Background: an optimization exercise with open tools, aiming at small area. Do not read the settings as production practice.
Only simulation tests tie the RTL to the original design; equivalence was not proved.

## orange
==> flow/design.v (excerpt) <==
module nlp_softmax_core (
    input  wire        clk,
    input  wire        reset,
    input  wire        ma_in_valid,
    input  wire [9:0]  ma_in_addr,
    input  wire [63:0] ma_in_word,
    output wire        max_valid,
    output wire [9:0]  max_addr,
    output wire [15:0] max_data,
    output wire        vec_valid,
    output wire [9:0]  vec_addr,
    output wire [15:0] vec_out,
    output wire [31:0] acc_out,
    output wire [15:0] gmax_out,
    input  wire        rp_stall,
    output wire [3:0]  ks_out,
    output wire [15:0] thr_out,
    input  wire        div_in_valid,
    input  wire [15:0] div_lmax_in,
    input  wire [15:0] div_ky_in,
    output wire        div_out_valid,
    output wire [63:0] div_out_word
);
    reg  [15:0] gmax;
    wire        max_ge_gmax;
    wire        keep = !max_valid ||
                       ((gmax[15] ^ max_data[15]) ? max_data[15] : (gmax[15] ^ !max_ge_gmax));
    always @(posedge clk) begin
        if (reset)
            gmax <= 16'hFBFF;
        else
            gmax <= keep ? gmax : max_data;
    end
    assign gmax_out = gmax;
    nlp_pipe_ma u_ma (
        .clk(clk), .reset(reset),
        .in_valid(ma_in_valid), .in_addr(ma_in_addr), .in_word(ma_in_word),
        .gmax_in(gmax),
        .max_valid(max_valid), .max_addr(max_addr), .max_data(max_data),
        .vec_valid(vec_valid), .vec_addr(vec_addr), .vec_out(vec_out),
        .acc_out(acc_out), .max_ge_gmax(max_ge_gmax)
    );
    wire thr_f, thr_nz;
    nlp_pipe_rp u_rp (
        .clk(clk), .reset(reset), .stall(rp_stall),
        .x_in(acc_out),
        .ks_out(ks_out), .thr_f(thr_f), .thr_nz(thr_nz), .thr_out(thr_out)
    );
    nlp_pipe_div u_div (
        .clk(clk), .reset(reset),
  ...
==> module nlp_lod, before the edit <==
module nlp_lod (
    input  wire [31:0] x,
    output reg  [3:0]  pos,
    output wire        flag
);
    integer i;
    always @* begin
        pos = 4'd0;
        for (i = 0; i < 16; i = i + 1)
            if (x[16 + i])
                pos = i[3:0];
    end
    assign flag = x[5'd15 + {1'b0, pos}];
endmodule
clock: 25.0 ns
lec_check: 0
abc_area: 1
cap_margin: 20
core_margin: 2
core_utilization: 55
cts_buf_list: sky130_fd_sc_hd__clkbuf_8
cts_cluster_diameter: 60
cts_cluster_size: 20
place_density: 0.68
slew_margin: 20
standard.sh (not shown) runs the stock make flow with config.mk's settings and CLKGATE_MAP_FILE= SYNTH_SCRIPT=/design/flow/synth_recipe.tcl, a recipe that flattens the netlist after the stock synthesis.
==> flow/flow/run.sh <==
#!/bin/bash
# Layout flow: the standard layout (standard.sh) with its synthesis's
# technology mapping changed (see synth_small.tcl) and the port buffers made
# of the smallest buffer cell. The standard synthesis is
# run as well, into orfs_ref/, and the registers of both netlists (names and
# cell types) are compared; if they differ the standard flow is used instead.
# Every tool's output goes to a log file in the work folder.
set -uo pipefail
W=$(pwd)
export SMALL_ABC_SCRIPT=$W/flow/abc_small.script

MAKELINE=$(grep '^make ' standard.sh)
REFLINE=${MAKELINE//WORK_HOME=$W\/orfs/WORK_HOME=$W\/orfs_ref}
MYLINE=${MAKELINE//SYNTH_SCRIPT=$W\/synth_recipe.tcl/SYNTH_SCRIPT=$W\/flow\/synth_small.tcl ADDER_MAP_FILE=$W\/flow\/adders_plain.v}
MYLINE=${MYLINE//\"\$\{@:-finish\}\"/}
# port buffers of the smallest buffer cell rather than the delay buffer
MYLINE="$MYLINE BUFFER_PORTS_ARGS='-buffer_cell sky130_fd_sc_hd__buf_1'"
# adders as yosys's plain carry chains, not mapped to Kogge-Stone carry
# lookahead before ABC (a non-empty SYNTH_OPERATIONS_ARGS replaces that map;
# -nofsm is already given to every synth call)
MYLINE="$MYLINE SYNTH_OPERATIONS_ARGS=-nofsm"
REFLINE=${REFLINE//\"\$\{@:-finish\}\"/}

regs() {
  # instance name and cell type (drive strength dropped) of every flip-flop
  awk '/^ *sky130_fd_sc_hd__(df|sdf|edf|dlx|dlr)/ {c=$1; sub(/_[0-9]+$/, "", c); print c, $2}' "$1" | sort
}

eval "$REFLINE synth" > $W/ref_synth.log 2>&1 &
REFPID=$!
eval "$MYLINE synth" > $W/small_synth.log 2>&1
MYRC=$?
wait $REFPID
REFRC=$?

R=orfs/results/${FLOW_PLATFORM}/nlp_softmax_core/base/1_2_yosys.v
RR=orfs_ref/results/${FLOW_PLATFORM}/nlp_softmax_core/base/1_2_yosys.v
OK=0
if [[ $MYRC -eq 0 && $REFRC -eq 0 && -f $R && -f $RR ]]; then
  regs $R > $W/regs_small.txt
  regs $RR > $W/regs_ref.txt
  if [[ -s $W/regs_ref.txt ]] && cmp -s $W/regs_small.txt $W/regs_ref.txt; then
    OK=1
  fi
fi
echo "small synthesis rc=$MYRC reference rc=$REFRC registers match=$OK" > $W/flow_choice.log

if [[ $OK -eq 1 ]]; then
  eval "$MYLINE finish" > $W/layout.log 2>&1
else
  rm -rf $W/orfs
  bash standard.sh synth > $W/std_synth.log 2>&1
  bash standard.sh finish > $W/layout.log 2>&1
fi
RES=orfs/results/${FLOW_PLATFORM}/nlp_softmax_core/base
if [[ -f $RES/6_final.odb ]]; then
  : # left out here: write the final layout as DEF
fi
Other scripts of this flow, unchanged in this note and not shown: flow/flow/abc_small.script, flow/flow/adders_plain.v, flow/flow/synth_small.tcl
The following lists how purple was set up differently from orange:
--- a/flow/design.v
+++ b/flow/design.v
@@ -157,14 +157,16 @@
     input  wire [31:0] x,
     output reg  [3:0]  pos,
-    output wire        flag
+    output reg         flag
 );
     integer i;
     always @* begin
-        pos = 4'd0;
+        pos  = 4'd0;
+        flag = x[15];
         for (i = 0; i < 16; i = i + 1)
-            if (x[16 + i])
-                pos = i[3:0];
+            if (x[16 + i]) begin
+                pos  = i[3:0];
+                flag = x[15 + i];
+            end
     end
-    assign flag = x[5'd15 + {1'b0, pos}];
 endmodule
 module nlp_rdiv (
--- outcome ---
Met3 track demand over resource: purple higher than orange
| fraction of area in registers | orange vs purple | ≈ equal |
The run showing the smaller worst hold slack is orange.
purple gives more worst setup margin than orange did.
Final cell count of orange is on par with purple.
purple ended up with a higher synthesized-area fraction occupied by ao, oa, aoi and oai cells than orange did.
First-iteration detailed-routing DRC count: lower on orange

what the ideal ports hide:
No port has a modelled driver above. Below, the same layouts with a new extraction and two added sets of constraints.
Step 1 (the two cells are an assumption about what drives the block):
set clk [get_ports {clk}]
set_driving_cell -lib_cell sky130_fd_sc_hd__clkbuf_16 $clk
set_driving_cell -lib_cell sky130_fd_sc_hd__buf_2 [delete_from_list [all_inputs] $clk]
Step 2 times the ports against the registers' clock, not the clock port: input delays grow and output delays shrink by t, the midpoint of the rising clock arrivals with the driver on.
Three values: no drivers, after step 1, after step 2; two values: the first two.
| run | t (ns) | slack for setup (ns) | worst register clock-pin slew, ns |
|---|---|---|---|
| orange | 0.712 | 5.825 / 5.857 / 5.145 | 0.11 / 0.11 |
| purple | 0.718 | 7.040 / 7.068 / 6.350 | 0.12 / 0.12 |
After both steps every run listed still meets setup and hold. The setup slack of purple, which loses most, moves by +0.028 ns with the drivers and by -0.690 ns with both steps.
